From an optimization exercise on the open Yosys and OpenROAD flow, aimed at small area and a short achievable clock period; shortcuts taken in it are not production practice.
Function was checked by simulation only, so behaviour that the tests miss may differ from the original.
Power figures rest on the tool's default switching activity, not on a simulated workload.

`design/flow/config.mk`:
```
export PLATFORM = sky130hd
export DESIGN_NAME = viking_core
export DESIGN_NICKNAME = viking_core
export VERILOG_FILES = /design/flow/design.v
export SDC_FILE = /design/flow/constraint.sdc
export NUM_CORES = 4
export LEC_CHECK = 0
export CAP_MARGIN = 5
export CORE_MARGIN = 2
export CORE_UTILIZATION = 40
export PLACE_DENSITY = 0.6
export SLEW_MARGIN = 5
```
`design/flow/flow/run.sh`:
```
#!/bin/bash
set -uo pipefail
bash standard.sh SETUP_SLACK_MARGIN=7 finish > standard_make.log 2>&1
status=$?
exit $status
```
`design/flow/standard.sh`:
```
#!/bin/bash
# synth_recipe.tcl (not shown) runs the flow's synth.tcl, then flattens the netlist and writes it again
# the make line also repeats each setting of config.mk as NAME=value (left out here)
make -C /OpenROAD-flow-scripts/flow DESIGN_CONFIG=/design/flow/config.mk WORK_HOME=/design/flow/orfs CLKGATE_MAP_FILE= SYNTH_SCRIPT=/design/flow/synth_recipe.tcl "${@:-finish}"
```
`design/flow/constraint.sdc`:
```
create_clock -name core_clock -period 12.0 [get_ports {clk}]
set_input_delay 2.4000 -clock core_clock [delete_from_list [all_inputs] [get_ports {clk}]]
set_output_delay 2.4000 -clock core_clock [all_outputs]
set_load 0.01 [all_outputs]
```
`design/flow/design.v`:
```
module viking_core (
    input  wire        clk,
    input  wire        rst,           
    input  wire [31:0] budget,        
    output wire        mem_req,
    output wire        mem_we,
    output wire [14:0] mem_addr,
    output wire [23:0] mem_wdata,
    input  wire [23:0] mem_rdata,
    input  wire        mem_ready,
    output wire        done,
    output wire [23:0] reg_a,
    output wire [23:0] reg_b,
    output wire [14:0] reg_x1,
    output wire [14:0] reg_x2,
    output wire [14:0] reg_x3,
    output wire [14:0] reg_pc,
    output wire        flag_overflow,
    output wire        flag_halted,
    output wire [63:0] cost_cycles,
    output wire        diag_valid,
    output wire [5:0]  diag_op,
    output wire [14:0] diag_fa
);
    localparam [5:0] OP_HLT = 6'o00, OP_XEC = 6'o02, OP_STB = 6'o03, OP_STA = 6'o05,
                     OP_ADD = 6'o10, OP_SUB = 6'o11, OP_SKG = 6'o12, OP_SKN = 6'o13,
                     OP_ANA = 6'o15, OP_ORA = 6'o16, OP_ERA = 6'o17,
                     OP_LDB = 6'o23, OP_LDA = 6'o24, OP_JSL = 6'o27,
                     OP_MPY = 6'o34, OP_DIV = 6'o35, OP_ARS = 6'o40, OP_ALS = 6'o41,
                     OP_TAB = 6'o55, OP_LDX = 6'o56, OP_IAB = 6'o57, OP_SIX = 6'o66,
                     OP_JPL = 6'o70, OP_JZE = 6'o71, OP_JMI = 6'o72, OP_JNZ = 6'o73,
                     OP_JMP = 6'o74, OP_NOP = 6'o77;
    localparam [1:0] S_F = 2'd0, S_I = 2'd1, S_E = 2'd2;
    reg [23:0] A, B;
    reg [14:0] X1, X2, X3, P;
    reg        overflow, halted;
    reg [63:0] cycles;
    reg [1:0]  st;
    reg        fresh;      
    reg [5:0]  op;
    reg [1:0]  xsel;
    reg [14:0] ea;
    reg [14:0] N;          
    reg [14:0] N2;         
    reg        skipf;      
    reg [3:0]  depth;
    reg        bstop;      
    reg        az;         
    reg [23:0] M;          
    reg        k_mem, k_wr, k_bad, k_hlt, k_xec, k_jmp, k_jpl, k_jze, k_jmi, k_jnz;
    reg        k_sta, k_stb, k_jsl, k_six1, k_six2, k_six3;
    reg        k_free;     
    reg        w_add, w_dif, w_swap, w_sgn, w_and, w_or, w_xor, w_mpy, w_div, w_dovf;
    reg        wp;
    reg        md_busy, md_div, md_fin, md_sgn, md_cin;
    reg [4:0]  md_cnt;
    reg [23:0] Cr;         
    wire stopped  = halted | bstop;
    wire boundary = (st == S_F) | fresh;
    assign done   = boundary & stopped & ~md_busy & ~wp;
    wire k_sh  = (op == OP_ARS) | (op == OP_ALS), k_als = (op == OP_ALS);
    wire k_lda = (op == OP_LDA), k_ldb = (op == OP_LDB), k_tab = (op == OP_TAB);
    wire k_iab = (op == OP_IAB), k_ldx = (op == OP_LDX);
    wire k_skg = (op == OP_SKG), k_skn = (op == OP_SKN), k_add = (op == OP_ADD);
    wire k_sub = (op == OP_SUB), k_ana = (op == OP_ANA), k_ora = (op == OP_ORA);
    wire k_era = (op == OP_ERA), k_mpy = (op == OP_MPY), k_div = (op == OP_DIV);
    wire k_w   = k_add | k_sub | k_ana | k_ora | k_era | k_mpy | k_div;
    reg [5:0] k_cost;
    always @(*) begin
        if ((op == OP_JPL) | (op == OP_JZE) | (op == OP_JMI) | (op == OP_JNZ)) k_cost = 6'd6;
        else if (k_mpy) k_cost = 6'd28;
        else if (k_div) k_cost = 6'd44;
        else if (k_ldx) k_cost = 6'd5;
        else if (k_mem | k_iab) k_cost = 6'd10;
        else k_cost = 6'd5;
    end
    wire xec_lim = k_xec & (depth == 4'd8);
    wire op_halt = k_hlt | k_bad | xec_lim;
    wire taken   = k_jmp | k_xec | (k_jpl & ~A[23] & ~az) | (k_jze & az) |
                   (k_jmi & A[23]) | (k_jnz & ~az);
    wire [14:0] x_exec = (xsel == 2'd1) ? X1 : (xsel == 2'd2) ? X2 :
                         (xsel == 2'd3) ? X3 : 15'd0;
    wire e_hold  = (fresh & stopped) | (md_busy & ~k_free);
    wire e_act   = (st == S_E) & ~e_hold;
    wire e_go    = e_act & (mem_ready | op_halt);
    wire e_fetch = ~k_mem & ~op_halt;       
    wire sel_ea = (st == S_I) | ((st == S_E) & (k_mem | taken));
    assign mem_addr  = sel_ea ? ea : (skipf ? N2 : N);
    assign mem_req   = (st == S_F) ? ~stopped :
                       (st == S_I) ? ~(fresh & stopped) : (e_act & ~op_halt);
    assign mem_we    = e_act & k_wr;
    assign mem_wdata = ({24{k_sta}} & A) | ({24{k_stb}} & B) | ({24{k_jsl}} & {9'd0, N}) |
                       ({24{k_six1}} & {9'd0, X1}) | ({24{k_six2}} & {9'd0, X2}) |
                       ({24{k_six3}} & {9'd0, X3});
    wire [14:0] addr_inc = mem_addr + 15'd1;
    wire [14:0] addr_in2 = {mem_addr[14:1] + 14'd1, mem_addr[0]};
    wire f_go = ((st == S_F) & ~stopped & mem_ready) | (e_go & e_fetch);
    wire [23:0] rd = mem_rdata;
    wire [5:0]  ro = rd[23:18];
    wire r_hlt = (ro == OP_HLT), r_xec = (ro == OP_XEC), r_stb = (ro == OP_STB),
         r_sta = (ro == OP_STA), r_add = (ro == OP_ADD), r_sub = (ro == OP_SUB),
         r_skg = (ro == OP_SKG), r_skn = (ro == OP_SKN), r_ana = (ro == OP_ANA),
         r_ora = (ro == OP_ORA), r_era = (ro == OP_ERA), r_ldb = (ro == OP_LDB),
         r_lda = (ro == OP_LDA), r_jsl = (ro == OP_JSL), r_mpy = (ro == OP_MPY),
         r_div = (ro == OP_DIV), r_ars = (ro == OP_ARS), r_als = (ro == OP_ALS),
         r_tab = (ro == OP_TAB), r_ldx = (ro == OP_LDX), r_iab = (ro == OP_IAB),
         r_six = (ro == OP_SIX), r_jpl = (ro == OP_JPL), r_jze = (ro == OP_JZE),
         r_jmi = (ro == OP_JMI), r_jnz = (ro == OP_JNZ), r_jmp = (ro == OP_JMP),
         r_nop = (ro == OP_NOP);
    wire r_impl = r_hlt | r_xec | r_stb | r_sta | r_add | r_sub | r_skg | r_skn | r_ana |
                  r_ora | r_era | r_ldb | r_lda | r_jsl | r_mpy | r_div | r_ars | r_als |
                  r_tab | r_ldx | r_iab | r_six | r_jpl | r_jze | r_jmi | r_jnz | r_jmp | r_nop;
    wire r_wr  = r_sta | r_stb | r_jsl | r_six;
    wire r_w   = r_add | r_sub | r_ana | r_ora | r_era | r_mpy | r_div;
    wire r_mem = r_wr | r_w | r_lda | r_ldb | r_skg | r_skn | (r_ldx & (rd[16:15] != 2'd0));
    wire [14:0] ea_x1 = rd[14:0] + X1;
    wire [14:0] ea_x2 = rd[14:0] + X2;
    wire [14:0] ea_x3 = rd[14:0] + X3;
    wire [14:0] ea_f  = (rd[16:15] == 2'd1) ? ea_x1 : (rd[16:15] == 2'd2) ? ea_x2 :
                        (rd[16:15] == 2'd3) ? ea_x3 : rd[14:0];
    wire [5:0]  cost   = k_cost + (k_sh ? {1'b0, ea[4:0]} : 6'd0);
    wire [63:0] cycles_sum = cycles + {58'd0, cost};
    wire [33:0] bo1 = {2'b00, cycles[31:0]};
    wire [33:0] bo2 = {2'b00, ~budget};
    wire [33:0] bo3 = {28'd0, k_cost};
    wire [33:0] bo4 = {29'd0, (k_sh ? ea[4:0] : 5'd0)};
    wire [33:0] bs1 = bo1 ^ bo2 ^ bo3;
    wire [33:0] bc1 = {((bo1 & bo2) | (bo1 & bo3) | (bo2 & bo3)), 1'b0};
    wire [33:0] bs2 = bs1 ^ bc1 ^ bo4;
    wire [33:0] bc2 = {((bs1 & bc1) | (bs1 & bo4) | (bc1 & bo4)), 1'b0};
    wire [33:0] bsum = bs2 + bc2 + 34'd1;
    wire        bstop_sum = (budget != 32'd0) &&
                            ((cycles[63:32] != 32'd0) || (bsum[33:32] != 2'd0));
    wire        rd_zero = (rd[22:0] == 23'd0);
    wire        gt      = A[22:0] > rd[22:0];
    wire        eqm     = A[22:0] == rd[22:0];
    wire        a_neg   = A[23] & ~az;
    wire        r_neg   = rd[23] & ~rd_zero;
    wire        skg_gt  = (~a_neg & r_neg) | (~a_neg & ~r_neg & gt) |
                          (a_neg & r_neg & ~gt & ~eqm);
    wire        skip    = (k_skg & skg_gt) | (k_skn & ~(eqm & (A[23] == rd[23])));
    wire        m_sgn   = k_sub ? ~rd[23] : rd[23];
    wire        eff_sub = A[23] ^ m_sgn;
    wire [22:0] mA = A[22:0], mM = M[22:0];
    wire        mpy_fin  = md_busy & md_fin;
    reg  [23:0] a1, b1;
    reg         c1;
    always @(*) begin
        if (mpy_fin) begin
            a1 = A;            b1 = Cr;          c1 = md_cin;
        end else if (w_swap) begin
            a1 = {1'b0, mM};   b1 = {1'b1, ~mA}; c1 = 1'b1;
        end else if (w_dif) begin
            a1 = {1'b0, mA};   b1 = {1'b1, ~mM}; c1 = 1'b1;
        end else begin
            a1 = {1'b0, mA};   b1 = {1'b0, mM};  c1 = 1'b0;
        end
    end
    wire [24:0] t1 = {1'b0, a1} + {1'b0, b1} + {24'd0, c1};
    wire [23:0] da      = {mA, B[22]};
    wire [24:0] td      = {1'b0, da} + {1'b0, 1'b1, ~mM} + 25'd1;
    wire        dq      = td[24];
    wire [22:0] drem    = dq ? td[22:0] : da[22:0];
    wire [23:0] a2s     = {td[22:0], B[21]};            
    wire [23:0] a2r     = {mA[21:0], B[22], B[21]};     
    wire [24:0] t2s     = {1'b0, a2s} + {1'b0, 1'b1, ~mM} + 25'd1;
    wire [24:0] t2r     = {1'b0, a2r} + {1'b0, 1'b1, ~mM} + 25'd1;
    wire [23:0] a2      = dq ? a2s : a2r;
    wire        dq2     = dq ? t2s[24] : t2r[24];
    wire [22:0] drem2   = dq ? (t2s[24] ? t2s[22:0] : a2s[22:0])
                             : (t2r[24] ? t2r[22:0] : a2r[22:0]);
    wire        d_last  = md_busy & md_div & (md_cnt == 5'd0);
    wire        nz_s    = t2s[24] ? (a2s != {1'b0, mM}) : (a2s != 24'd0);
    wire        nz_r    = t2r[24] ? (a2r != {1'b0, mM}) : (a2r != 24'd0);
    wire        drem_nz = dq ? nz_s : nz_r;
    wire        dq_nz   = dq | dq2 | (B[20:0] != 21'd0);
    wire        mfirst = w_mpy;
    wire [27:0] cs_s   = mfirst ? 28'd0 : {4'd0, A};
    wire [27:0] cs_c   = mfirst ? 28'd0 : {4'd0, Cr};
    wire [27:0] pp0    = {5'd0, mM & {23{B[0]}}};
    wire [27:0] pp1    = {4'd0, mM & {23{B[1]}}, 1'b0};
    wire [27:0] pp2    = {3'd0, mM & {23{B[2]}}, 2'b0};
    wire [27:0] pp3    = {2'd0, mM & {23{B[3]}}, 3'b0};
    wire [27:0] l1s    = cs_s ^ cs_c ^ pp0;
    wire [27:0] l1c    = {((cs_s & cs_c) | (cs_s & pp0) | (cs_c & pp0)), 1'b0};
    wire [27:0] l2s    = pp1 ^ pp2 ^ pp3;
    wire [27:0] l2c    = {((pp1 & pp2) | (pp1 & pp3) | (pp2 & pp3)), 1'b0};
    wire [27:0] l3s    = l1s ^ l1c ^ l2s;
    wire [27:0] l3c    = {((l1s & l1c) | (l1s & l2s) | (l1c & l2s)), 1'b0};
    wire [27:0] l4s    = l3s ^ l3c ^ l2c;
    wire [27:0] l4c    = {((l3s & l3c) | (l3s & l2c) | (l3c & l2c)), 1'b0};
    wire [4:0]  mlow   = {1'b0, l4s[3:0]} + {1'b0, l4c[3:0]} + {4'd0, (mfirst ? 1'b0 : md_cin)};
    wire [23:0] mlo_in = mfirst ? {1'b0, B[22:0]} : B;
    function [22:0] rev23(input [22:0] v);
        integer i;
        begin
            for (i = 0; i < 23; i = i + 1) rev23[i] = v[22 - i];
        end
    endfunction
    wire [22:0] sh_in  = k_als ? rev23(A[22:0]) : A[22:0];
    wire [22:0] sh_r   = sh_in >> ea[4:0];
    wire [22:0] sh_out = k_als ? rev23(sh_r) : sh_r;
    reg [23:0] A_nx, B_nx;
    always @(*) begin
        A_nx = A;
        B_nx = B;
        if (e_go) begin
            if (k_lda) A_nx = rd;
            if (k_ldb) B_nx = rd;
            if (k_sh)  A_nx = {A[23], sh_out};
            if (k_tab) B_nx = A;
            if (k_iab) begin A_nx = B; B_nx = A; end
        end
        if (w_add | w_dif) A_nx = {w_sgn, t1[22:0]};
        if (w_and) A_nx = A & M;
        if (w_or)  A_nx = A | M;
        if (w_xor) A_nx = A ^ M;
        if (w_mpy | (md_busy & ~md_div & ~md_fin)) begin
            A_nx = l4s[27:4];
            B_nx = {mlow[3:0], mlo_in[23:4]};
        end
        if (mpy_fin) begin
            A_nx = {md_sgn, t1[21:0], B[23]};
            B_nx = {md_sgn, B[22:0]};
        end
        if (w_div) begin
            A_nx = {A[23], drem};
            B_nx = {A[23] ^ M[23], B[21:0], dq};
        end
    end
    wire az_nx = (md_busy & md_div) ? ~drem_nz : (A_nx[22:0] == 23'd0);
    reg [23:0] A_d, B_d;
    always @(*) begin
        A_d = A_nx;
        B_d = B_nx;
        if (md_busy & md_div) begin
            A_d = {A[23] & (~d_last | drem_nz), drem2};
            B_d = {B[23] & (~d_last | dq_nz), B[20:0], dq, dq2};
        end
    end
    always @(posedge clk) begin
        if (rst) begin
            A        <= 24'd0;
            B        <= 24'd0;
            az       <= 1'b1;
            X1       <= 15'd0;
            X2       <= 15'd0;
            X3       <= 15'd0;
            P        <= 15'd0;
            N        <= 15'd0;
            N2       <= 15'd1;
            skipf    <= 1'b0;
            overflow <= 1'b0;
            halted   <= 1'b0;
            cycles   <= 64'd0;
            st       <= S_F;
            fresh    <= 1'b0;
            depth    <= 4'd0;
            bstop    <= 1'b0;
            wp       <= 1'b0;
            w_add    <= 1'b0;
            w_dif    <= 1'b0;
            w_swap   <= 1'b0;
            w_and    <= 1'b0;
            w_or     <= 1'b0;
            w_xor    <= 1'b0;
            w_mpy    <= 1'b0;
            w_div    <= 1'b0;
            w_dovf   <= 1'b0;
            md_busy  <= 1'b0;
        end else begin
            A      <= A_d;
            B      <= B_d;
            az     <= az_nx;
            if (e_go) cycles <= cycles_sum;
            if (e_go) bstop  <= bstop_sum;
            if (e_go & op_halt) halted <= 1'b1;
            wp     <= 1'b0;
            w_add  <= 1'b0;
            w_dif  <= 1'b0;
            w_swap <= 1'b0;
            w_and  <= 1'b0;
            w_or   <= 1'b0;
            w_xor  <= 1'b0;
            w_mpy  <= 1'b0;
            w_div  <= 1'b0;
            w_dovf <= 1'b0;
            if ((w_add & t1[23]) | w_dovf) overflow <= 1'b1;
            if (w_mpy | w_div) begin
                md_busy <= 1'b1;
                md_div  <= w_div;
                md_fin  <= 1'b0;
                md_cnt  <= w_div ? 5'd10 : 5'd4;
                md_cin  <= mlow[4];
                Cr      <= l4c[27:4];
            end
            if (md_busy) begin
                md_cnt <= md_cnt - 5'd1;
                if (md_fin) begin
                    md_busy <= 1'b0;
                end else if (!md_div) begin
                    md_cin <= mlow[4];
                    Cr     <= l4c[27:4];
                    if (md_cnt == 5'd0) md_fin <= 1'b1;
                end else if (md_cnt == 5'd0) begin
                    md_busy <= 1'b0;
                end
            end
            if ((st == S_E) && !md_busy) M <= rd;
            if (f_go) begin
                op     <= ro;
                xsel   <= rd[16:15];
                ea     <= ea_f;
                P      <= mem_addr;
                N      <= addr_inc;
                N2     <= addr_in2;
                skipf  <= 1'b0;
                st     <= rd[17] ? S_I : S_E;
                k_mem  <= r_mem;
                k_wr   <= r_wr;
                k_bad  <= ~r_impl;
                k_hlt  <= r_hlt;
                k_xec  <= r_xec;
                k_jmp  <= r_jmp;
                k_jpl  <= r_jpl;
                k_jze  <= r_jze;
                k_jmi  <= r_jmi;
                k_jnz  <= r_jnz;
                k_sta  <= r_sta;
                k_six1 <= r_six & (rd[16:15] == 2'd1);
                k_six2 <= r_six & (rd[16:15] == 2'd2);
                k_six3 <= r_six & (rd[16:15] == 2'd3);
                k_free <= r_xec | r_jmp | r_jsl | r_hlt | ~r_impl | r_ldx | r_nop | r_six;
                k_stb  <= r_stb;
                k_jsl  <= r_jsl;
            end
            case (st)
                S_F: if (f_go) fresh <= 1'b0;
                S_I: if (mem_ready && !(fresh && stopped)) begin
                    ea <= rd[14:0];
                    st <= S_E;
                end
                default: if (e_go) begin
                    depth <= (k_xec & ~xec_lim) ? depth + 4'd1 : 4'd0;
                    if (op_halt) begin
                        st    <= S_F;
                        fresh <= 1'b0;
                        if (!k_hlt) begin P <= N; end
                        else        begin N <= P; end
                    end else if (k_mem) begin
                        st    <= S_F;
                        fresh <= 1'b0;
                        if (k_jsl) begin
                            P  <= addr_inc;
                            N  <= addr_inc;
                            N2 <= addr_in2;
                        end else begin
                            P     <= N;
                            skipf <= skip;
                        end
                        wp     <= k_w;
                        w_add  <= (k_add | k_sub) & ~eff_sub;
                        w_dif  <= (k_add | k_sub) & eff_sub;
                        w_swap <= (k_add | k_sub) & eff_sub & ~gt & ~eqm;
                        w_sgn  <= eff_sub ? (~eqm & (gt ? A[23] : m_sgn))
                                          : (A[23] & ~(az & rd_zero));
                        w_and  <= k_ana;
                        w_or   <= k_ora;
                        w_xor  <= k_era;
                        w_mpy  <= k_mpy;
                        w_div  <= k_div & ~(gt | eqm);
                        w_dovf <= k_div & (gt | eqm);
                        if (k_mpy) md_sgn <= (B[23] ^ rd[23]) & (B[22:0] != 23'd0) & ~rd_zero;
                        if (k_ldx) begin
                            case (xsel)
                                2'd1: X1 <= rd[14:0];
                                2'd2: X2 <= rd[14:0];
                                2'd3: X3 <= rd[14:0];
                                default: ;
                            endcase
                        end
                    end else begin
                        fresh <= ~k_xec;
                    end
                end
            endcase
        end
    end
    assign diag_valid    = e_act & (k_bad | xec_lim);
    assign diag_op       = op;
    assign diag_fa       = P;
    assign reg_a         = A;
    assign reg_b         = B;
    assign reg_x1        = X1;
    assign reg_x2        = X2;
    assign reg_x3        = X3;
    assign reg_pc        = skipf ? N2 : P;
    assign flag_overflow = overflow;
    assign flag_halted   = halted;
    assign cost_cycles   = cycles;
endmodule
```
==> flow_summary.ini, run 1 <==
[setup_path]
crit_chain = or3_4 -> a221oi_4 -> o21ai_2 -> a21oi_2 -> buf_6 -> buf_16 -> buf_8 -> mux2i_4 -> inv_1 -> buf_2
worstSetupStartpointType = flip-flop
max_stage_delay_ns = 0.42
worstSetupEndpointType = output pin
cp.required_ns = 9.60
worst-path-buf-inv = 5
critPathKind = reg2out
cp_max_fo = 5
critical-path-slowest-cell = or3_4
cpLargestDelayFamily = buffers and inverters
arrival_ns = 2.71

[timing]
fin_crit_sh_pct = 42.6
setup_viol = 0
tns_ns = 0
slew_headroom_pct = 22.5
rsz0062_at_grt = true
timing.final.ws_setup_ns = 6.89
min_period_ns = 5.11
hold_viol_final = 0
fin_skew_ns = 0.0445
max_freq_mhz = 196
slew_violations = 0
worst_pin_slew_ns = 1.16

[synthesis]
synth.most_common_cell = nor2_1
postSynthAreaPerCell_um2 = 7.69
ys_ff_latch = 323
synth_top_area_cell = dfxtp_1
ys_async_sr_fraction_pct = 0
syn_nets = 5116
synth_top_area_share_pct = 12.6
yosysWarnings = 1
yosysUniqueCellTypes = 96
synthTopCellsByCount = nor2_1 (505), a21oi_1 (394), nand2_1 (382)
ys_seq_area_share_pct = 20.9
ys_top_cells_by_area = dfxtp_1 (13%), ha_1 (11%), edfxtp_1 (8.3%)
synth-edff-count = 98
ys.flop_type = dfxtp_1
syn_inst = 4633
synth_area_um2 = 35600

[clock_tree]
htreeDepth = 2
cts_root_buffer = clkbuf_16
numCtsBuffers = 42
cts_buffer_depth = 3
cts_sinks = 323
cts_tree = built
cts_hold_buf = 0
insertion_delay_ns = 0.61
path_clk_slew_ns = 0.06

[floorplanning]
io_pins = 297
dieArea_um2 = 91400
coreArea_um2 = 88400
die_y_um = 302
rows = 109
start_util_pct = 40.3
die_x_um = 302

[placed_design]
gp_congestion = 1.03
place_ws_ns = 5.31
port_buffers = 296
dpl.hpwl_mm = 129
placedCellCount = 5942

[status]
status = timing/DRC/antenna clean

[global_routing]
grt_pass1_wl_mm = 261
grt_use_total_pct = 38.7
grt_max_degree = 73
grt-ovfl-total = 0
grt_pass1_vias = 37800
antenna_found_initial = 15

[final_layout]
drive_gt1_share_pct = 14.0
finalNonFillerCells = 6208
fin_nets = 5489
syn_to_final_growth_pct = 24.5
filler_cell_count = 8765

[detailed_routing]
viasPerCell = 6.37
vias = 39600
dr.pass1.iters = 6
ant_nets = 0
drc = 0
detail_route.wirelength_mm = 183
wire_per_inst_um = 29.5
first_iter_violations = 4923

[power]
p_per_area_nw_per_um2 = 94.0
max-vdd-ir-drop_uv = 88.2
cellLeakagePower_nw = 18.4
p_total_w = 0.00417

[min_path]
min_path_type = reg2reg

[job]
drv_cap = 0
through the flow:
stage | instance area (um^2) | hold WS (ns) | util, %
floorplan | 35700 | 0.406 | -
global placement | 40100 | 0.435 | 45.3
detailed placement | 40100 | 0.438 | 45.3
CTS | 43300 | 0.454 | 49.0
global route | 44300 | 0.501 | 50.2
finish | 44300 | 0.467 | 50.2
kinds of logic (layout without fill, tap and decap cells):
group,after synthesis,after routing,synth area share (%)
compound gates,1321,1321,23.7
xor+xnor,214,214,5.26
fa+ha+maj,424,424,17.2
buf+inv,609,1013,6.49
flops,323,323,20.9
mux,124,124,4.62
other cells,0,5,0
simple gates,1618,1619,21.7
placed cells by master (no fill, tap or decap), drive strengths merged, types with 127 or more instances in the layout:
cell type and count:
a21oi 394, buf 325, clkdlybuf4s50 263, dfxtp 225, ha 313, inv 310
nand2 384, nor2 506, nor3 136, o21ai 311, xnor2 127
layer usage:
layer  up-vias  global-route usage, %  routed length (um)
met5         -                      0                 183
met4        20                   25.4               14300
met3       716                   9.06               19400
met2      2464                   60.0               79700
met1     18900                   48.1               69400
li1      17400                      -                   -
registers in the layout, summed over array words and instances, names as in the netlist, 2 cells and up:
| register | cells |
|---|---|
| B | 24 |
| ea | 15 |
| X1 | 15 |
| M | 24 |
| cycles | 64 |
| N | 15 |
| md_cnt | 5 |
| depth | 4 |
| N2 | 15 |
| P | 15 |
| X3 | 15 |
| op | 6 |
| xsel | 2 |
| X2 | 15 |
| Cr | 24 |
| A | 24 |
| st | 2 |
area by class of cell:
cell class | count | area, um^2 | share of cell area (%)
Clock buffer | 52 | 1100 | 2.48
Timing Repair Buffer | 607 | 5720 | 12.9
Clock inverter | 24 | 259 | 0.584
Sequential cell | 323 | 7450 | 16.8
Antenna cell | 5 | 12.5 | 0.0282
Multi-Input combinational cell | 3702 | 27000 | 61.0
Inverter | 330 | 1300 | 2.92
Tap cell | 1165 | 1460 | 3.29
report_power, final:
group	leakage (nW)	internal [W]	switching, W
Combinational	15.0	0.000644	0.000935
Clock	0.666	0.000758	0.000565
Sequential	2.75	0.00118	0.0000799
timing repair:
action	CTS	global route
cloned	5	3
pin swaps	28	67
setup endpoints to repair	180	68
gates resized for setup	297	146
buffers inserted	122	55
worst reg2reg max path, delay by kind of cell (launching register included):
family / cells / cell delay (ns)
buffers and inverters: 24 / 2.93
AOI/OAI and AO/OA: 6 / 0.85
and+or+nand+nor: 4 / 0.60
DFF: 1 / 0.38
xor gates and xnor gates: 1 / 0.17
worst paths after layout:
kind | slack (ns) | from | depth (start not counted) | end
worst max-delay path | 6.89 | k_xec | 10 | mem_addr[6]
worst min-delay path | 0.47 | w_dovf | 2 | overflow
worst max register to register | 6.95 | k_xec | 35 | P[9]
worst min register to register | 0.47 | w_dovf | 2 | overflow
Testbench counts, summed over its fixed seeds: clk cycles 266,924.
==> run 2: changes to the inputs <==
--- a/design/flow/config.mk
+++ b/design/flow/config.mk
@@ -6,7 +6,7 @@
 export NUM_CORES = 4
 export LEC_CHECK = 0
-export CAP_MARGIN = 5
+export CAP_MARGIN = 20
 export CORE_MARGIN = 2
-export CORE_UTILIZATION = 40
-export PLACE_DENSITY = 0.6
-export SLEW_MARGIN = 5
+export CORE_UTILIZATION = 45
+export PLACE_DENSITY = 0.7
+export SLEW_MARGIN = 20
==> flow_summary.ini, run 2 <==
[power]
p_per_area_nw_per_um2 = 95.3
cellLeakagePower_nw = 18.3
max-vdd-ir-drop_uv = 95.6
p_total_w = 0.00418

[timing]
holdWs_ns = 0.498
tns_ns = 0
setup_viol = 0
slew_headroom_pct = 18.8
worst_pin_slew_ns = 1.21
min_period_ns = 5.19
hold_viol_final = 0
fin_crit_sh_pct = 43.3
max_freq_mhz = 193
rsz0062_at_grt = true
slew_violations = 0
fin_skew_ns = 0.0572

[synthesis]
ys_top_cells_by_area = dfxtp_1 (13%), ha_1 (11%), edfxtp_1 (8.3%)
yosysUniqueCellTypes = 96
synth.most_common_cell = nor2_1
syn_nets = 5116
ys_ff_latch = 323
synth_area_um2 = 35600
ys_seq_area_share_pct = 20.9
synth-edff-count = 98
ys.flop_type = dfxtp_1
syn_inst = 4633
synth_top_area_share_pct = 12.6
yosysWarnings = 1
postSynthAreaPerCell_um2 = 7.69
synthTopCellsByCount = nor2_1 (505), a21oi_1 (394), nand2_1 (382)
synth_top_area_cell = dfxtp_1
ys_async_sr_fraction_pct = 0

[detailed_routing]
viasPerCell = 6.60
first_iter_violations = 5297
vias = 40000
ant_nets = 0
dr.pass1.iters = 9
wire_per_inst_um = 29.2
detail_route.wirelength_mm = 177
drc = 0

[clock_tree]
cts_tree = built
cts_root_buffer = clkbuf_16
cts_hold_buf = 0
htreeDepth = 2
insertion_delay_ns = 0.63
cts_sinks = 323
numCtsBuffers = 41
cts_buffer_depth = 3
path_clk_slew_ns = 0.06

[floorplanning]
io_pins = 297
dieArea_um2 = 81400
start_util_pct = 45.3
coreArea_um2 = 78600
rows = 103
die_x_um = 285
die_y_um = 285

[placed_design]
dpl.hpwl_mm = 124
port_buffers = 296
postPlaceCellArea_um2 = 39900
gp_congestion = 1.06

[setup_path]
cp.required_ns = 12.50
worstSetupEndpointType = flip-flop
critPathKind = reg2reg
cp_max_fo = 25
worstSetupStartpointType = flip-flop
arrival_ns = 5.69

[final_layout]
largest_reg_flops = 64
fin_nets = 5456
syn_to_final_growth_pct = 23.1
layout_common_cells = nor2_1 (489), a21oi_1 (377), nand2_1 (371)
final_common_cell = nor2_1
top_register = cycles
drive_gt1_share_pct = 12.7
fin_area_um2 = 43800

[global_routing]
grt_max_degree = 64
grt_pass1_vias = 37800
antenna_found_initial = 14
grt-ovfl-total = 0
grt_use_total_pct = 42.1
grt_pass1_wl_mm = 256

[status]
status = timing/DRC/antenna clean

[min_path]
min_path_type = reg2reg

[job]
drv_cap = 0
-- run 2: timing repair --
| item | in CTS | in global routing |
|---|---|---|
| cloned | 8 | 0 |
| setup buffers | 111 | 31 |
| resized for setup | 287 | 87 |
| pin swaps | 34 | 30 |
| endpoints found under the setup margin | 151 | 75 |
-- run 2: layer usage --
layer  vias up  share of wire (%)  track usage, %
met5         -              0.079               0
met4        16                9.0            29.6
met3       821                 12            10.9
met2      2919                 42            63.7
met1     18900                 37            52.1
li1      17400                  -               -
-- run 2: kinds of logic (layout without fill, tap and decap cells) --
group           after synthesis  after routing  synth area share, %
buf+inv                     609            981                 6.49
simple gates               1618           1619                 21.7
flops                       323            323                 20.9
fa+ha+maj                   424            424                 17.2
mux                         124            124                 4.62
other cells                   0              6                    0
xor+xnor                    214            214                 5.26
compound gates             1321           1321                 23.7
-- run 2: path summary, 6_finish.rpt --
check | from | endpoint | cells past startpoint | slack [ns]
setup / recovery | M[11] | az | 15 | 6.81
hold reg to reg | N2[6] | N2[6] | 2 | 0.50
setup reg to reg | M[11] | az | 15 | 6.81
hold / removal | N2[6] | N2[6] | 2 | 0.50
-- run 2: critical path, cell delays in order, from the launching register on --
cell and delay (ns):
edfxtp_1 0.56, inv_1 0.20, ha_1 0.44, o21a_1 0.18
o211ai_1 0.45, a2111oi_4 0.10, or3_1 0.62, nor2_2 0.43
buf_4 0.41, a21oi_1 0.17, o2111ai_1 0.38, o2111ai_1 0.24
nor4_4 0.29, and4_1 0.28, nand4b_1 0.13, o221ai_1 0.18
-- run 2: cell type report --
type	count	area [um^2]
fill	7296	34800
multi-input combinational	3702	26900
inverter	330	1280
clock inverter	23	285
clock buffer	53	1140
timing repair buffer	575	5490
antenna	6	15.0
sequential	323	7460
tap	1050	1310
-- run 2: report_power, final --
group | switching, W | internal (W)
logic | 0.000936 | 0.000612
clock network | 0.000586 | 0.000789
registers | 0.0000715 | 0.00118
-- run 2: metrics by stage --
stage | worst slack (ns) | std cells | utilization (%)
after floorplan | 7.00 | 4633 | -
after global placement | 5.42 | 5830 | 50.8
after detailed placement | 5.32 | 5830 | 50.8
after CTS | 6.88 | 6025 | 55.1
after global routing | 6.77 | 6057 | 55.8
final | 6.81 | 6062 | 55.8
==> run 3: changes to the inputs <==
--- a/design/flow/design.v
+++ b/design/flow/design.v
@@ -50,4 +50,5 @@
     reg        k_mem, k_wr, k_bad, k_hlt, k_xec, k_jmp, k_jpl, k_jze, k_jmi, k_jnz;
     reg        k_sta, k_stb, k_jsl, k_six1, k_six2, k_six3;
+    reg [5:0]  k_cost;     
     reg        k_free;     
     reg        w_add, w_dif, w_swap, w_sgn, w_and, w_or, w_xor, w_mpy, w_div, w_dovf;
@@ -66,13 +67,4 @@
     wire k_era = (op == OP_ERA), k_mpy = (op == OP_MPY), k_div = (op == OP_DIV);
     wire k_w   = k_add | k_sub | k_ana | k_ora | k_era | k_mpy | k_div;
-    reg [5:0] k_cost;
-    always @(*) begin
-        if ((op == OP_JPL) | (op == OP_JZE) | (op == OP_JMI) | (op == OP_JNZ)) k_cost = 6'd6;
-        else if (k_mpy) k_cost = 6'd28;
-        else if (k_div) k_cost = 6'd44;
-        else if (k_ldx) k_cost = 6'd5;
-        else if (k_mem | k_iab) k_cost = 6'd10;
-        else k_cost = 6'd5;
-    end
     wire xec_lim = k_xec & (depth == 4'd8);
     wire op_halt = k_hlt | k_bad | xec_lim;
@@ -114,4 +106,13 @@
     wire r_w   = r_add | r_sub | r_ana | r_ora | r_era | r_mpy | r_div;
     wire r_mem = r_wr | r_w | r_lda | r_ldb | r_skg | r_skn | (r_ldx & (rd[16:15] != 2'd0));
+    reg [5:0] r_cost;
+    always @(*) begin
+        if (r_jpl | r_jze | r_jmi | r_jnz) r_cost = 6'd6;
+        else if (r_mpy) r_cost = 6'd28;
+        else if (r_div) r_cost = 6'd44;
+        else if (r_ldx) r_cost = 6'd5;
+        else if (r_mem | r_iab) r_cost = 6'd10;
+        else r_cost = 6'd5;
+    end
     wire [14:0] ea_x1 = rd[14:0] + X1;
     wire [14:0] ea_x2 = rd[14:0] + X2;
@@ -119,15 +120,12 @@
     wire [14:0] ea_f  = (rd[16:15] == 2'd1) ? ea_x1 : (rd[16:15] == 2'd2) ? ea_x2 :
                         (rd[16:15] == 2'd3) ? ea_x3 : rd[14:0];
-    wire [5:0]  cost   = k_cost + (k_sh ? {1'b0, ea[4:0]} : 6'd0);
+    wire [5:0]  cost   = k_cost;
     wire [63:0] cycles_sum = cycles + {58'd0, cost};
     wire [33:0] bo1 = {2'b00, cycles[31:0]};
     wire [33:0] bo2 = {2'b00, ~budget};
     wire [33:0] bo3 = {28'd0, k_cost};
-    wire [33:0] bo4 = {29'd0, (k_sh ? ea[4:0] : 5'd0)};
     wire [33:0] bs1 = bo1 ^ bo2 ^ bo3;
     wire [33:0] bc1 = {((bo1 & bo2) | (bo1 & bo3) | (bo2 & bo3)), 1'b0};
-    wire [33:0] bs2 = bs1 ^ bc1 ^ bo4;
-    wire [33:0] bc2 = {((bs1 & bc1) | (bs1 & bo4) | (bc1 & bo4)), 1'b0};
-    wire [33:0] bsum = bs2 + bc2 + 34'd1;
+    wire [33:0] bsum = bs1 + bc1 + 34'd1;
     wire        bstop_sum = (budget != 32'd0) &&
                             ((cycles[63:32] != 32'd0) || (bsum[33:32] != 2'd0));
@@ -328,4 +326,5 @@
                 k_jnz  <= r_jnz;
                 k_sta  <= r_sta;
+                k_cost <= r_cost + (((r_ars | r_als) & ~rd[17]) ? {1'b0, ea_f[4:0]} : 6'd0);
                 k_six1 <= r_six & (rd[16:15] == 2'd1);
                 k_six2 <= r_six & (rd[16:15] == 2'd2);
@@ -339,4 +338,5 @@
                 S_I: if (mem_ready && !(fresh && stopped)) begin
                     ea <= rd[14:0];
+                    if (k_sh) k_cost <= k_cost + {1'b0, rd[4:0]};
                     st <= S_E;
                 end
--- a/design/flow/config.mk
+++ b/design/flow/config.mk
@@ -8,5 +8,5 @@
 export CAP_MARGIN = 20
 export CORE_MARGIN = 2
-export CORE_UTILIZATION = 45
-export PLACE_DENSITY = 0.7
+export CORE_UTILIZATION = 40
+export PLACE_DENSITY = 0.6
 export SLEW_MARGIN = 20
==> flow_summary.ini, run 3 <==
[placed_design]
port_buffers = 296
postPlaceCellArea_um2 = 40400
placedCellCount = 6073
place_ws_ns = 5.30
gp_congestion = 1.07
dpl.hpwl_mm = 137

[setup_path]
worstSetupEndpointType = output pin
reg2reg_to = az
worstSetupStartpointType = flip-flop
r2r_start = A[11]
cp.required_ns = 9.60
cp_max_fo = 4
r2r_cells = 16
critPathKind = reg2out
reg2reg_slack_ns = 6.90
arrival_ns = 2.71

[status]
status = timing/DRC/antenna clean

[synthesis]
synthTopCellsByCount = nor2_1 (536), nand2_1 (440), a21oi_1 (388)
synth_top_area_cell = dfxtp_1
yosysWarnings = 1
postSynthAreaPerCell_um2 = 7.53
synth_area_um2 = 35900
yosysUniqueCellTypes = 89
synth-compound-area-share_pct = 25.2
synthAdderAreaFrac_pct = 16.0
ys_async_sr_fraction_pct = 0
syn_nets = 5224
synth-edff-count = 104
synth-xor-area-share_pct = 5.30
synthMuxAreaShare_pct = 3.52
ys_ff_latch = 329
synth_top_family_by_area = compound AO/OA/AOI/OAI gates
ys_seq_area_share_pct = 21.3
synth-simple-area-share_pct = 21.7
ys_top_cells_by_area = dfxtp_1 (13%), ha_1 (10%), edfxtp_1 (8.7%)
synth_top_area_share_pct = 12.6
synth.most_common_cell = nor2_1
syn_inst = 4769
ys.flop_type = dfxtp_1

[global_routing]
antenna_found_initial = 14
grt_pass1_vias = 38000
grt_use_total_pct = 40.2
grt_pass1_wl_mm = 270
grt_max_degree = 73
grt-ovfl-total = 0

[clock_tree]
cts_sinks = 329
cts_root_buffer = clkbuf_16
insertion_delay_ns = 0.63
cts_buffer_depth = 3
cts_tree = built
numCtsBuffers = 45
htreeDepth = 2
cts_hold_buf = 0
path_clk_slew_ns = 0.06

[floorplanning]
dieArea_um2 = 92100
coreArea_um2 = 88600
start_util_pct = 40.5
die_y_um = 304
die_x_um = 304
rows = 109
io_pins = 297

[final_layout]
top_register = cycles
largest_reg_flops = 64
fin_nets = 5570
drive_gt1_share_pct = 13.7
fin_area_um2 = 44900
finalNonFillerCells = 6329
layout_common_cells = nor2_1 (519), nand2_1 (433), a21oi_1 (364)
filler_cell_count = 8656
final_common_cell = nor2_1
syn_to_final_growth_pct = 25.0

[power]
p_per_area_nw_per_um2 = 103
cellLeakagePower_nw = 18.1
p_total_w = 0.00461
max-vdd-ir-drop_uv = 121

[detailed_routing]
wire_per_inst_um = 30.3
first_iter_violations = 4952
drc = 0
dr.pass1.iters = 8
detail_route.wirelength_mm = 192
vias = 40700
viasPerCell = 6.43
ant_nets = 0

[timing]
worst_pin_slew_ns = 1.20
fin_skew_ns = 0.0458
timing.final.ws_setup_ns = 6.89
fin_crit_sh_pct = 42.6
min_period_ns = 5.11
slew_violations = 0
max_freq_mhz = 196
slew_headroom_pct = 19.5
tns_ns = 0
setup_viol = 0
rsz0062_at_grt = true
hold_viol_final = 0

[min_path]
min_delay_path_depth = 2
min_to = N2[2]
worstHoldStart = N2[2]
min_path_type = reg2reg

[job]
drv_cap = 0
[run 3: changes by cell type after synthesis, moves of 20 or more]
cell and change:
ha_1 -24, o21ai_0 +37, mux2i_1 -20, nand3_1 +20, nor2_1 +31, nand2_1 +58
[run 3: logic make-up (layout without fill, tap and decap cells)]
| kind of cell | Yosys count | in the layout |
|---|---|---|
| compound gates | 1407 | 1407 |
| mux | 97 | 97 |
| xor+xnor | 217 | 217 |
| fa+ha+maj | 396 | 396 |
| buf+inv | 654 | 1035 |
| simple gates | 1669 | 1671 |
| other cells | 0 | 12 |
| flops | 329 | 329 |
[run 3: critical path, stage by stage (launching register included)]
cell and delay [ns]:
edfxtp_1 0.49, a2111o_1 0.47, o21a_4 0.25, nor2_4 0.14
buf_4 0.15, buf_4 0.10, buf_6 0.09, nand2_1 0.07
o21ai_2 0.09, inv_2 0.08, buf_2 0.14
[run 3: worst max-delay path by stage]
stage / from / endpoint / slack [ns] / depth (start not counted)
3_5_place_dp: mem_rdata[1] / ea[12] / 5.30 / 14
3_3_place_gp: mem_rdata[1] / ea[12] / 5.31 / 14
4_1_cts: k_mem / mem_addr[3] / 6.92 / 9
2_1_floorplan: mem_rdata[18] / k_cost[4] / 6.92 / 17
5_1_grt: M[9] / az / 6.83 / 20
6_report: k_xec / mem_addr[14] / 6.89 / 10
[run 3: final cells by class]
class | count | area [um^2] | area share [%]
diodes | 12 | 30.0 | 0.0669
clock buffers | 61 | 1370 | 3.06
clock inverters | 23 | 230 | 0.513
inverters | 352 | 1380 | 3.08
multi-input cells | 3788 | 27000 | 60.1
flip-flops and latches | 329 | 7650 | 17.0
well taps | 1165 | 1460 | 3.25
repair buffers | 599 | 5770 | 12.9
[run 3: timing repair]
action | 4_1_cts | 5_1_grt
pin swaps | 38 | 56
cloned | 8 | 3
buffers inserted | 78 | 69
gates resized for setup | 271 | 164
endpoints found under the hold margin | 0 | 0
endpoints found under the setup margin | 118 | 59
[run 3: report_power, final]
part           total, W  leakage, nW  switching, W  internal [W]
logic           0.00180         14.4       0.00110      0.000701
clock network   0.00148        0.798      0.000625      0.000856
registers       0.00133         2.82      0.000107       0.00122
total           0.00461         18.1       0.00183       0.00278
[run 3: per-stage QoR]
step	hold WS, ns	utilization (%)
finish	0.465	50.6
floorplan	0.406	-
detailed placement	0.451	45.5
global route	0.479	50.6
global placement	0.443	45.5
CTS	0.452	49.1
[run 3: metal layers]
metal | vias up | routed length [um] | track usage, %
li1 | 17900 | - | -
met1 | 19300 | 70600 | 48.1
met2 | 2711 | 81900 | 61.0
met3 | 782 | 19900 | 10.5
met4 | 10 | 19100 | 32.7
met5 | - | 76 | 0
Testbench counts of run 3, summed over its fixed seeds: clk cycles 266,924.
==> run 4: changes to the inputs <==
==> design/flow/run.sh (new file) <==
#!/bin/bash
# synth_recipe.tcl (not shown) runs the flow's synth.tcl, then flattens the netlist and writes it again
# the make line also repeats each setting of config.mk as NAME=value (left out here)
make -C /OpenROAD-flow-scripts/flow DESIGN_CONFIG=/design/flow/config.mk WORK_HOME=/design/flow/orfs CLKGATE_MAP_FILE= SYNTH_SCRIPT=/design/flow/synth_recipe.tcl finish
--- a/design/flow/config.mk
+++ b/design/flow/config.mk
@@ -10,3 +10,4 @@
 export CORE_UTILIZATION = 40
 export PLACE_DENSITY = 0.6
+export SETUP_SLACK_MARGIN = 5
 export SLEW_MARGIN = 20
removed: design/flow/flow/run.sh
removed: design/flow/standard.sh
==> flow_summary.ini, run 4 <==
[floorplanning]
io_pins = 297
dieArea_um2 = 92100
rows = 109
die_x_um = 304
start_util_pct = 40.5
die_y_um = 304
coreArea_um2 = 88600

[setup_path]
critical-path-slowest-cell = edfxtp_1
cp_max_fo = 12
worstSetupStartpointType = flip-flop
worstSetupEndpointType = output pin
crit_chain = a2111o_1 -> o21a_1 -> nor2_2 -> nor2_1 -> a21oi_1 -> inv_1 -> clkdlybuf4s50_1
cp.required_ns = 9.60
critPathKind = reg2out
max_stage_delay_ns = 0.66
arrival_ns = 4.23

[synthesis]
ys_top_cells_by_area = dfxtp_1 (13%), ha_1 (10%), edfxtp_1 (8.7%)
yosysWarnings = 1
syn_inst = 4769
yosysUniqueCellTypes = 89
postSynthAreaPerCell_um2 = 7.53
ys_async_sr_fraction_pct = 0
syn_nets = 5224
ys_seq_area_share_pct = 21.3
synthTopCellsByCount = nor2_1 (536), nand2_1 (440), a21oi_1 (388)
ys_ff_latch = 329
synth_top_area_cell = dfxtp_1
synth-edff-count = 104
synth_area_um2 = 35900
synth_top_area_share_pct = 12.6
synth.most_common_cell = nor2_1
ys.flop_type = dfxtp_1

[clock_tree]
cts_buffer_depth = 3
cts_sinks = 329
post_cts_buffers = 0
cts_hold_buf = 0
numCtsBuffers = 45
htreeDepth = 2
cts_tree = built
cts_root_buffer = clkbuf_16
insertion_delay_ns = 0.62
cts_resized = 0
path_clk_slew_ns = 0.06

[timing]
fin_skew_ns = 0.0194
tns_ns = 0
setup_viol = 0
rsz0062_at_grt = false
fin_crit_sh_pct = 55.3
min_period_ns = 6.63
worst_pin_slew_ns = 1.15
slew_violations = 0
max_freq_mhz = 151
hold_viol_final = 0
slew_headroom_pct = 23.0

[detailed_routing]
ant_nets = 0
first_iter_violations = 4201
viasPerCell = 6.36
dr.pass1.iters = 6
wire_per_inst_um = 29.5
drc = 0
vias = 39200
detail_route.wirelength_mm = 182

[global_routing]
grt_busiest_layer = met2
grt_use_met3_pct = 8.91
use_met2_pct = 59.4
grt_max_degree = 83
grt_pass1_vias = 37400
grt-ovfl-total = 0
grt_pass1_wl_mm = 260
use_met1_pct = 46.7
antenna_found_initial = 12
grt_use_total_pct = 38.5

[placed_design]
dpl.hpwl_mm = 134
gp_congestion = 1.06
port_buffers = 296

[min_path]
min_path_type = reg2reg

[power]
p_total_w = 0.00429
p_per_area_nw_per_um2 = 102
cellLeakagePower_nw = 16.9
max-vdd-ir-drop_uv = 105

[final_layout]
largest_reg_flops = 64
final_core_util_pct = 47.2
fin_nets = 5412
syn_to_final_growth_pct = 16.7
final_common_cell = nor2_1
layout_common_cells = nor2_1 (529), nand2_1 (439), a21oi_1 (388)
top_register = cycles
drive_gt1_share_pct = 6.61

[job]
drv_cap = 0

[status]
status = timing/DRC/antenna clean
==> run 4: path summary, 6_finish.rpt <==
| check | cells past startpoint | slack (ns) | end | startpoint |
|---|---|---|---|---|
| hold reg to reg | 2 | 0.46 | N2[2] | N2[2] |
| setup reg to reg | 22 | 5.77 | A[2] | M[1] |
| hold / removal | 2 | 0.46 | N2[2] | N2[2] |
| setup / recovery | 7 | 5.37 | mem_addr[0] | k_mem |
==> run 4: critical path, delay by kind of cell (launching register included) <==
kind,cells,cell delay [ns]
buffers and inverters,2,0.92
DFF,1,0.66
AOI/OAI and AO/OA,3,1.38
and+or+nand+nor,2,0.63
==> run 4: per-stage QoR <==
| stage | cell area (um^2) | hold slack, ns | setup slack, ns | cells |
|---|---|---|---|---|
| global route | 41900 | 0.481 | 5.29 | 6158 |
| global placement | 40300 | 0.440 | 5.32 | 6074 |
| finish | 41900 | 0.456 | 5.37 | 6165 |
| CTS | 41800 | 0.452 | 5.19 | 6157 |
| detailed placement | 40300 | 0.446 | 5.28 | 6074 |
| floorplan | 35900 | 0.406 | 6.76 | 4769 |
==> run 4: cells by family (layout without fill, tap and decap cells) <==
kind of cell / Yosys count / count (layout) / share of synthesized area, %
buf+inv: 654 / 878 / 6.95
xor+xnor: 217 / 217 / 5.30
simple gates: 1669 / 1669 / 21.7
other cells: 0 / 7 / 0
fa+ha+maj: 396 / 396 / 16.0
compound gates: 1407 / 1407 / 25.2
flops: 329 / 329 / 21.3
mux: 97 / 97 / 3.52
==> run 4: cell type report <==
cell class	instances	area, um^2
fill	9034	46800
multi-input combinational	3786	25900
sequential	329	7630
timing repair buffer	443	4080
tap	1165	1460
clock buffer	65	1350
inverter	352	1320
clock inverter	18	156
antenna	7	17.5
==> run 4: layer usage <==
| layer | wire [um] | vias up | share of wire [%] |
|---|---|---|---|
| li1 | - | 17500 | - |
| met1 | 70000 | 18800 | 38 |
| met2 | 78500 | 2175 | 43 |
| met3 | 16900 | 661 | 9.3 |
| met4 | 16400 | 8 | 9.0 |
| met5 | 53 | - | 0.029 |
==> run 4: report_power, final <==
group / leakage [nW] / total (W) / switching (W) / internal (W)
Clock: 0.742 / 0.00142 / 0.000618 / 0.000806
Sequential: 2.81 / 0.00132 / 0.0000975 / 0.00122
Combinational: 13.3 / 0.00154 / 0.000990 / 0.000553
Total: 16.9 / 0.00429 / 0.00171 / 0.00258
==> run 5: changes to the inputs <==
==> design/flow/flow/run.sh (new file) <==
#!/bin/bash
set -uo pipefail
bash standard.sh SETUP_SLACK_MARGIN=7 finish > standard_make.log 2>&1
status=$?
exit $status
==> design/flow/standard.sh (new file) <==
#!/bin/bash
# synth_recipe.tcl (not shown) runs the flow's synth.tcl, then flattens the netlist and writes it again
# the make line also repeats each setting of config.mk as NAME=value (left out here)
make -C /OpenROAD-flow-scripts/flow DESIGN_CONFIG=/design/flow/config.mk WORK_HOME=/design/flow/orfs CLKGATE_MAP_FILE= SYNTH_SCRIPT=/design/flow/synth_recipe.tcl "${@:-finish}"
--- a/design/flow/config.mk
+++ b/design/flow/config.mk
@@ -8,6 +8,5 @@
 export CAP_MARGIN = 20
 export CORE_MARGIN = 2
-export CORE_UTILIZATION = 40
-export PLACE_DENSITY = 0.6
-export SETUP_SLACK_MARGIN = 5
+export CORE_UTILIZATION = 50
+export PLACE_DENSITY = 0.65
 export SLEW_MARGIN = 20
removed: design/flow/run.sh
==> flow_summary.ini, run 5 <==
[clock_tree]
cts_sinks = 329
cts_hold_buf = 0
insertion_delay_ns = 0.62
path_clk_slew_ns = 0.06
numCtsBuffers = 44
cts_tree = built
cts_root_buffer = clkbuf_16
cts_buffer_depth = 3
htreeDepth = 2

[final_layout]
drive_gt1_share_pct = 13.4
largest_reg_flops = 64
finalNonFillerCells = 6110
multi_input_area_um2 = 26900
syn_to_final_growth_pct = 23.4
layout_common_cells = nor2_1 (517), nand2_1 (434), a21oi_1 (366)
fin_nets = 5564
ff_latch_area_um2 = 7640
final_common_cell = nor2_1
top_register = cycles
filler_cell_count = 6469

[global_routing]
antenna_found_initial = 23
grt_pass1_vias = 38300
grt_use_total_pct = 47.7
grt_pass1_wl_mm = 262
grt_max_degree = 71
grt-ovfl-total = 0

[synthesis]
ys.flop_type = dfxtp_1
synth.most_common_cell = nor2_1
ys_top_cells_by_area = dfxtp_1 (13%), ha_1 (10%), edfxtp_1 (8.7%)
ys_ff_latch = 329
syn_inst = 4769
synth_top_area_share_pct = 12.6
yosysWarnings = 1
syn_nets = 5224
synthTopCellsByCount = nor2_1 (536), nand2_1 (440), a21oi_1 (388)
ys_seq_area_share_pct = 21.3
synth_area_um2 = 35900
postSynthAreaPerCell_um2 = 7.53
synth_top_area_cell = dfxtp_1
ys_async_sr_fraction_pct = 0
synth-edff-count = 104
yosysUniqueCellTypes = 89

[power]
p_per_area_nw_per_um2 = 100
max-vdd-ir-drop_uv = 107
cellLeakagePower_nw = 17.9

[status]
status = timing/DRC/antenna clean

[floorplanning]
rows = 98
dieArea_um2 = 73900
die_x_um = 272
io_pins = 297
coreArea_um2 = 71200
start_util_pct = 50.4
die_y_um = 272

[detailed_routing]
vias = 41500
route.met2.wl_mm = 76.7
wire_per_inst_um = 30.1
dr.pass1.iters = 8
viasPerCell = 6.79
met1_length_mm = 65.9
detail_route.wirelength_mm = 184
top_layer = met5
drc = 0
met3_length_mm = 23.9
first_iter_violations = 6119
ant_nets = 0

[min_path]
min_delay_path_depth = 2
min_path_type = reg2reg
min_to = N2[2]
worstHoldStart = N2[2]

[setup_path]
arrival_ns = 5.64
r2r_start = A[13]
r2r_cells = 18
reg2reg_to = az
worstSetupStartpointType = flip-flop
reg2reg_slack_ns = 6.88
worstSetupEndpointType = flip-flop
critPathKind = reg2reg
cp_max_fo = 10
cp.required_ns = 12.52

[placed_design]
placedCellCount = 5845
dpl.hpwl_mm = 128
port_buffers = 296
gp_congestion = 1.10

[timing]
tns_ns = 0
slew_violations = 0
rsz0062_at_grt = true
holdWs_ns = 0.468
worst_pin_slew_ns = 1.18
fin_crit_sh_pct = 42.7
fin_skew_ns = 0.0234
setup_viol = 0
hold_viol_final = 0
min_period_ns = 5.12
slew_headroom_pct = 21.0
max_freq_mhz = 195

[job]
drv_cap = 0
==> run 5: cell counts after synthesis <==
Identical to the previous run, type by type.
==> run 5: where the power goes <==
group          switching [W]  internal (W)  leakage (nW)
registers          0.0000990       0.00122          2.81
clock network       0.000583      0.000769         0.696
logic                0.00108      0.000683          14.4
total                0.00176       0.00267          17.9
==> run 5: timing repair <==
action | 4_1_cts | 5_1_grt
gates resized for setup | 270 | 170
pin swaps | 41 | 66
cloned | 5 | 5
setup buffers | 75 | 83
setup endpoints to repair | 134 | 69
==> run 5: through the flow <==
step / utilization [%] / setup slack (ns) / area (um^2) / total power (W)
2_1_floorplan: - / 6.92 / 35900 / 0.00222
3_3_place_gp: 56.1 / 5.41 / 40000 / 0.00279
3_5_place_dp: 56.1 / 5.35 / 40000 / 0.00280
4_1_cts: 60.1 / 6.86 / 42800 / 0.00426
5_1_grt: 62.1 / 6.65 / 44200 / 0.00456
6_report: 62.2 / 6.88 / 44300 / 0.00444
==> run 5: worst max-delay path by stage <==
stage                  startpoint     endpoint  slack, ns  cells past startpoint
detailed placement   mem_rdata[1]       ea[12]       5.35                     14
CTS                         A[23]  mem_addr[1]       6.86                      9
finish                      A[13]           az       6.88                     18
floorplan           mem_rdata[18]    k_cost[4]       6.92                     17
global route                 M[7]         A[1]       6.65                     21
global placement     mem_rdata[1]       ea[12]       5.41                     14
==> run 5: routing by layer <==
layer	track usage (%)	vias to the layer above
met4	35.5	8
met2	70.3	3116
li1	-	17900
met3	16.6	1011
met5	0	-
met1	57.4	19500
==> run 5: cell type report <==
class	instances	share of cell area, %
multi-input combinational	3786	60.8
sequential	329	17.2
timing repair buffer	596	12.8
inverter	352	3.13
clock buffer	64	2.91
tap	950	2.68
clock inverter	16	0.285
antenna	17	0.0960
==> run 5: worst max-delay path, stage by stage, from the launching register on <==
cell,delay (ns)
dfxtp_1,0.73
buf_4,0.38
ha_1,0.31
nand2b_1,0.21
nor3_1,0.07
a2111oi_1,0.60
o311ai_4,0.23
ha_1,0.39
a21o_1,0.19
a21o_1,0.20
a21oi_2,0.25
o21ai_4,0.12
a211oi_4,0.28
buf_4,0.16
buf_12,0.10
nand3b_1,0.07
o41a_1,0.46
a21o_1,0.17
o211ai_1,0.10
==> run 5: cells by family (layout without fill, tap and decap cells) <==
| logic type | after synthesis | after routing | share of synthesized area, % |
|---|---|---|---|
| other cells | 0 | 17 | 0 |
| flops | 329 | 329 | 21.3 |
| compound gates | 1407 | 1407 | 25.2 |
| mux | 97 | 97 | 3.52 |
| fa+ha+maj | 396 | 396 | 16.0 |
| xor+xnor | 217 | 217 | 5.30 |
| simple gates | 1669 | 1669 | 21.7 |
| buf+inv | 654 | 1028 | 6.95 |
==> run 6: changes to the inputs <==
--- a/design/flow/design.v
+++ b/design/flow/design.v
@@ -50,6 +50,7 @@
     reg        k_mem, k_wr, k_bad, k_hlt, k_xec, k_jmp, k_jpl, k_jze, k_jmi, k_jnz;
     reg        k_sta, k_stb, k_jsl, k_six1, k_six2, k_six3;
-    reg [5:0]  k_cost;     
-    reg        k_free;     
+    reg        k_free;
+    reg        a_sel;      
+    reg        a_cj;       
     reg        w_add, w_dif, w_swap, w_sgn, w_and, w_or, w_xor, w_mpy, w_div, w_dovf;
     reg        wp;
@@ -67,8 +68,15 @@
     wire k_era = (op == OP_ERA), k_mpy = (op == OP_MPY), k_div = (op == OP_DIV);
     wire k_w   = k_add | k_sub | k_ana | k_ora | k_era | k_mpy | k_div;
+    reg [5:0] k_cost;
+    always @(*) begin
+        if ((op == OP_JPL) | (op == OP_JZE) | (op == OP_JMI) | (op == OP_JNZ)) k_cost = 6'd6;
+        else if (k_mpy) k_cost = 6'd28;
+        else if (k_div) k_cost = 6'd44;
+        else if (k_ldx) k_cost = 6'd5;
+        else if (k_mem | k_iab) k_cost = 6'd10;
+        else k_cost = 6'd5;
+    end
     wire xec_lim = k_xec & (depth == 4'd8);
     wire op_halt = k_hlt | k_bad | xec_lim;
-    wire taken   = k_jmp | k_xec | (k_jpl & ~A[23] & ~az) | (k_jze & az) |
-                   (k_jmi & A[23]) | (k_jnz & ~az);
     wire [14:0] x_exec = (xsel == 2'd1) ? X1 : (xsel == 2'd2) ? X2 :
                          (xsel == 2'd3) ? X3 : 15'd0;
@@ -77,5 +85,6 @@
     wire e_go    = e_act & (mem_ready | op_halt);
     wire e_fetch = ~k_mem & ~op_halt;       
-    wire sel_ea = (st == S_I) | ((st == S_E) & (k_mem | taken));
+    wire sel_ea = a_sel | (a_cj & ((k_jpl & ~A[23] & ~az) | (k_jze & az) |
+                                   (k_jmi & A[23]) | (k_jnz & ~az)));
     assign mem_addr  = sel_ea ? ea : (skipf ? N2 : N);
     assign mem_req   = (st == S_F) ? ~stopped :
@@ -106,13 +115,4 @@
     wire r_w   = r_add | r_sub | r_ana | r_ora | r_era | r_mpy | r_div;
     wire r_mem = r_wr | r_w | r_lda | r_ldb | r_skg | r_skn | (r_ldx & (rd[16:15] != 2'd0));
-    reg [5:0] r_cost;
-    always @(*) begin
-        if (r_jpl | r_jze | r_jmi | r_jnz) r_cost = 6'd6;
-        else if (r_mpy) r_cost = 6'd28;
-        else if (r_div) r_cost = 6'd44;
-        else if (r_ldx) r_cost = 6'd5;
-        else if (r_mem | r_iab) r_cost = 6'd10;
-        else r_cost = 6'd5;
-    end
     wire [14:0] ea_x1 = rd[14:0] + X1;
     wire [14:0] ea_x2 = rd[14:0] + X2;
@@ -120,12 +120,15 @@
     wire [14:0] ea_f  = (rd[16:15] == 2'd1) ? ea_x1 : (rd[16:15] == 2'd2) ? ea_x2 :
                         (rd[16:15] == 2'd3) ? ea_x3 : rd[14:0];
-    wire [5:0]  cost   = k_cost;
+    wire [5:0]  cost   = k_cost + (k_sh ? {1'b0, ea[4:0]} : 6'd0);
     wire [63:0] cycles_sum = cycles + {58'd0, cost};
     wire [33:0] bo1 = {2'b00, cycles[31:0]};
     wire [33:0] bo2 = {2'b00, ~budget};
     wire [33:0] bo3 = {28'd0, k_cost};
+    wire [33:0] bo4 = {29'd0, (k_sh ? ea[4:0] : 5'd0)};
     wire [33:0] bs1 = bo1 ^ bo2 ^ bo3;
     wire [33:0] bc1 = {((bo1 & bo2) | (bo1 & bo3) | (bo2 & bo3)), 1'b0};
-    wire [33:0] bsum = bs1 + bc1 + 34'd1;
+    wire [33:0] bs2 = bs1 ^ bc1 ^ bo4;
+    wire [33:0] bc2 = {((bs1 & bc1) | (bs1 & bo4) | (bc1 & bo4)), 1'b0};
+    wire [33:0] bsum = bs2 + bc2 + 34'd1;
     wire        bstop_sum = (budget != 32'd0) &&
                             ((cycles[63:32] != 32'd0) || (bsum[33:32] != 2'd0));
@@ -253,4 +256,6 @@
             cycles   <= 64'd0;
             st       <= S_F;
+            a_sel    <= 1'b0;
+            a_cj     <= 1'b0;
             fresh    <= 1'b0;
             depth    <= 4'd0;
@@ -315,4 +320,6 @@
                 skipf  <= 1'b0;
                 st     <= rd[17] ? S_I : S_E;
+                a_sel  <= rd[17] | r_mem | r_jmp | r_xec;
+                a_cj   <= ~rd[17] & (r_jpl | r_jze | r_jmi | r_jnz);
                 k_mem  <= r_mem;
                 k_wr   <= r_wr;
@@ -326,5 +333,4 @@
                 k_jnz  <= r_jnz;
                 k_sta  <= r_sta;
-                k_cost <= r_cost + (((r_ars | r_als) & ~rd[17]) ? {1'b0, ea_f[4:0]} : 6'd0);
                 k_six1 <= r_six & (rd[16:15] == 2'd1);
                 k_six2 <= r_six & (rd[16:15] == 2'd2);
@@ -338,6 +344,7 @@
                 S_I: if (mem_ready && !(fresh && stopped)) begin
                     ea <= rd[14:0];
-                    if (k_sh) k_cost <= k_cost + {1'b0, rd[4:0]};
                     st <= S_E;
+                    a_sel <= k_mem | k_jmp | k_xec;
+                    a_cj  <= k_jpl | k_jze | k_jmi | k_jnz;
                 end
                 default: if (e_go) begin
@@ -345,4 +352,6 @@
                     if (op_halt) begin
                         st    <= S_F;
+                        a_sel <= 1'b0;
+                        a_cj  <= 1'b0;
                         fresh <= 1'b0;
                         if (!k_hlt) begin P <= N; end
@@ -350,4 +359,6 @@
                     end else if (k_mem) begin
                         st    <= S_F;
+                        a_sel <= 1'b0;
+                        a_cj  <= 1'b0;
                         fresh <= 1'b0;
                         if (k_jsl) begin
--- a/design/flow/config.mk
+++ b/design/flow/config.mk
@@ -6,7 +6,7 @@
 export NUM_CORES = 4
 export LEC_CHECK = 0
-export CAP_MARGIN = 20
+export CAP_MARGIN = 5
 export CORE_MARGIN = 2
-export CORE_UTILIZATION = 50
-export PLACE_DENSITY = 0.65
-export SLEW_MARGIN = 20
+export CORE_UTILIZATION = 40
+export PLACE_DENSITY = 0.6
+export SLEW_MARGIN = 5
==> flow_summary.ini, run 6 <==
[status]
status = timing/DRC/antenna clean

[placed_design]
gp_congestion = 1.07
place_ws_ns = 5.48
port_buffers = 296
dpl.hpwl_mm = 121

[power]
swShare_pct = 38.9
pwr-share-clk_pct = 32.0
pwr-share-comb_pct = 38.4
power.net_switching_w = 0.00173
p_per_area_nw_per_um2 = 102
max-vdd-ir-drop_uv = 102
internal-power_w = 0.00273

[synthesis]
syn_inst = 4692
syn_nets = 5175
ys_ff_latch = 325
yosysWarnings = 1
ys_top_cells_by_area = dfxtp_1 (13%), ha_1 (11%), edfxtp_1 (8.3%)
ys_seq_area_share_pct = 21.0
ys.flop_type = dfxtp_1
synth_top_area_share_pct = 12.8
yosysUniqueCellTypes = 92
synth_area_um2 = 35600
ys_async_sr_fraction_pct = 0
postSynthAreaPerCell_um2 = 7.58
synth_top_area_cell = dfxtp_1
synth.most_common_cell = nand2_1
synth-edff-count = 98

[detailed_routing]
first_iter_violations = 4677
viasPerCell = 6.29
wire_per_inst_um = 27.7
ant_nets = 0
dr.pass1.iters = 8
detail_route.wirelength_mm = 172
vias = 39000

[job]
drv_cap = 0

[setup_path]
critPathKind = reg2reg
max_stage_delay_ns = 0.44
cp.required_ns = 12.47
cp_max_fo = 47
cpLargestDelayFamily = compound AO/OA/AOI/OAI gates
worstSetupStartpointType = flip-flop
worst-path-buf-inv = 3
arrival_ns = 5.47
worstSetupEndpointType = flip-flop

[clock_tree]
insertion_delay_ns = 0.60
cts_hold_buf = 0
htreeDepth = 2
numCtsBuffers = 44
cts_tree = built
cts_buffer_depth = 3
cts_root_buffer = clkbuf_16
cts_sinks = 325

[timing]
fin_skew_ns = 0.0131
hold_viol_final = 0
fin_crit_sh_pct = 41.6
min_period_ns = 5.00
setup_viol = 0
max_freq_mhz = 200

[floorplanning]
coreArea_um2 = 88200
die_y_um = 302
rows = 109
start_util_pct = 40.3
io_pins = 297
die_x_um = 302

[final_layout]
syn_to_final_growth_pct = 23.0
layout_common_cells = nand2_1 (570), nor2_1 (406), a21oi_1 (348)
drive_gt1_share_pct = 12.3
top_register = cycles

[global_routing]
grt_pass1_wl_mm = 247
grt-ovfl-total = 0

[min_path]
min_path_type = reg2reg
==> run 6: cell count changes in the layout (fill, tap and decap cells not counted), moves of 11 or more <==
| cell | change |
|---|---|
| mux2_2 | -22 |
| buf_4 | -28 |
| ha_1 | +17 |
| nand3_1 | -21 |
| nand2_1 | +136 |
| a211oi_1 | -33 |
| o21ai_0 | -33 |
| a21oi_1 | -18 |
| and2_1 | +19 |
| inv_1 | -14 |
| nor2_1 | -111 |
| mux2i_1 | +16 |
| a31oi_1 | -11 |
==> run 6: timing repair <==
action                                  4_1_cts  5_1_grt
cloned                                        4        4
resized for setup                           191      176
pin swaps                                    28       49
setup buffers                                58       70
endpoints found under the setup margin      155       80
==> run 6: cell type report <==
type | count | area (um^2)
inverters | 340 | 1330
clock buffers | 61 | 1320
fillers | 8640 | 44500
repair buffers | 553 | 5230
clock inverters | 21 | 206
well taps | 1165 | 1460
multi-input cells | 3729 | 26700
diodes | 8 | 20.0
flip-flops and latches | 325 | 7500
==> run 6: cells by family (layout without fill, tap and decap cells) <==
group,count (synthesis),after routing,share of synthesized area [%]
simple gates,1682,1684,22.1
mux,99,99,3.82
buf+inv,640,975,6.86
fa+ha+maj,424,424,17.3
other cells,0,8,0
compound gates,1304,1304,23.5
xor+xnor,218,218,5.37
flops,325,325,21.0
==> run 6: power by group through the flow <==
stage | Combinational [W] | Clock [W] | Sequential (W)
floorplan | 0.000945 | 0 | 0.00129
global placement | 0.00146 | 0 | 0.00135
detailed placement | 0.00146 | 0 | 0.00135
CTS | 0.00157 | 0.00144 | 0.00131
global route | 0.00182 | 0.00148 | 0.00132
finish | 0.00171 | 0.00143 | 0.00132
==> run 6: worst register-to-register path: stages, from the launching register on <==
cell and delay [ns]:
edfxtp_1 0.38, buf_6 0.16, buf_4 0.14, ha_1 0.27, fa_1 0.44, nor2b_1 0.23, o21bai_1 0.11, a21boi_0 0.37
o211a_1 0.23, o21ai_0 0.11, a21oi_1 0.44, a31oi_1 0.28, o2111a_1 0.29, buf_4 0.28, and4_1 0.28, o31ai_1 0.37
nor3_1 0.09, o41ai_1 0.41
==> run 6: path summary, 6_finish.rpt <==
kind / start / end / slack, ns / cells after the start
max: M[0] / A[23] / 7.00 / 17
max reg2reg: M[0] / A[23] / 7.00 / 17
min: w_dovf / overflow / 0.48 / 2
min reg2reg: w_dovf / overflow / 0.48 / 2
==> run 6: per-layer routing <==
metal / GRT usage (%) / share of wire (%) / vias to the layer above
met2: 56.4 / 44 / 2296
met5: 0 / 0.0064 / -
met4: 22.5 / 7.9 / 2
met3: 7.85 / 9.7 / 647
met1: 45.8 / 39 / 18700
li1: - / - / 17400
==> run 6: through the flow <==
stage          util [%]  total power, W  cells  hold WS (ns)
6_report           49.6         0.00446   6202         0.477
5_1_grt            49.6         0.00462   6194         0.502
4_1_cts            48.1         0.00433   6119         0.490
3_5_place_dp       45.2         0.00281   5975         0.468
3_3_place_gp       45.2         0.00280   5975         0.462
2_1_floorplan         -         0.00223   4692         0.423
Testbench counts of run 6, summed over its fixed seeds: clk cycles 266,924.

Check on run 6: ideal ports give 7.003 ns setup slack; a clkbuf_16 on the clock port and buf_2 on the inputs give 6.938 ns; moving port delays by the midpoint clock arrival (0.662 ns) as well gives 6.458 ns.
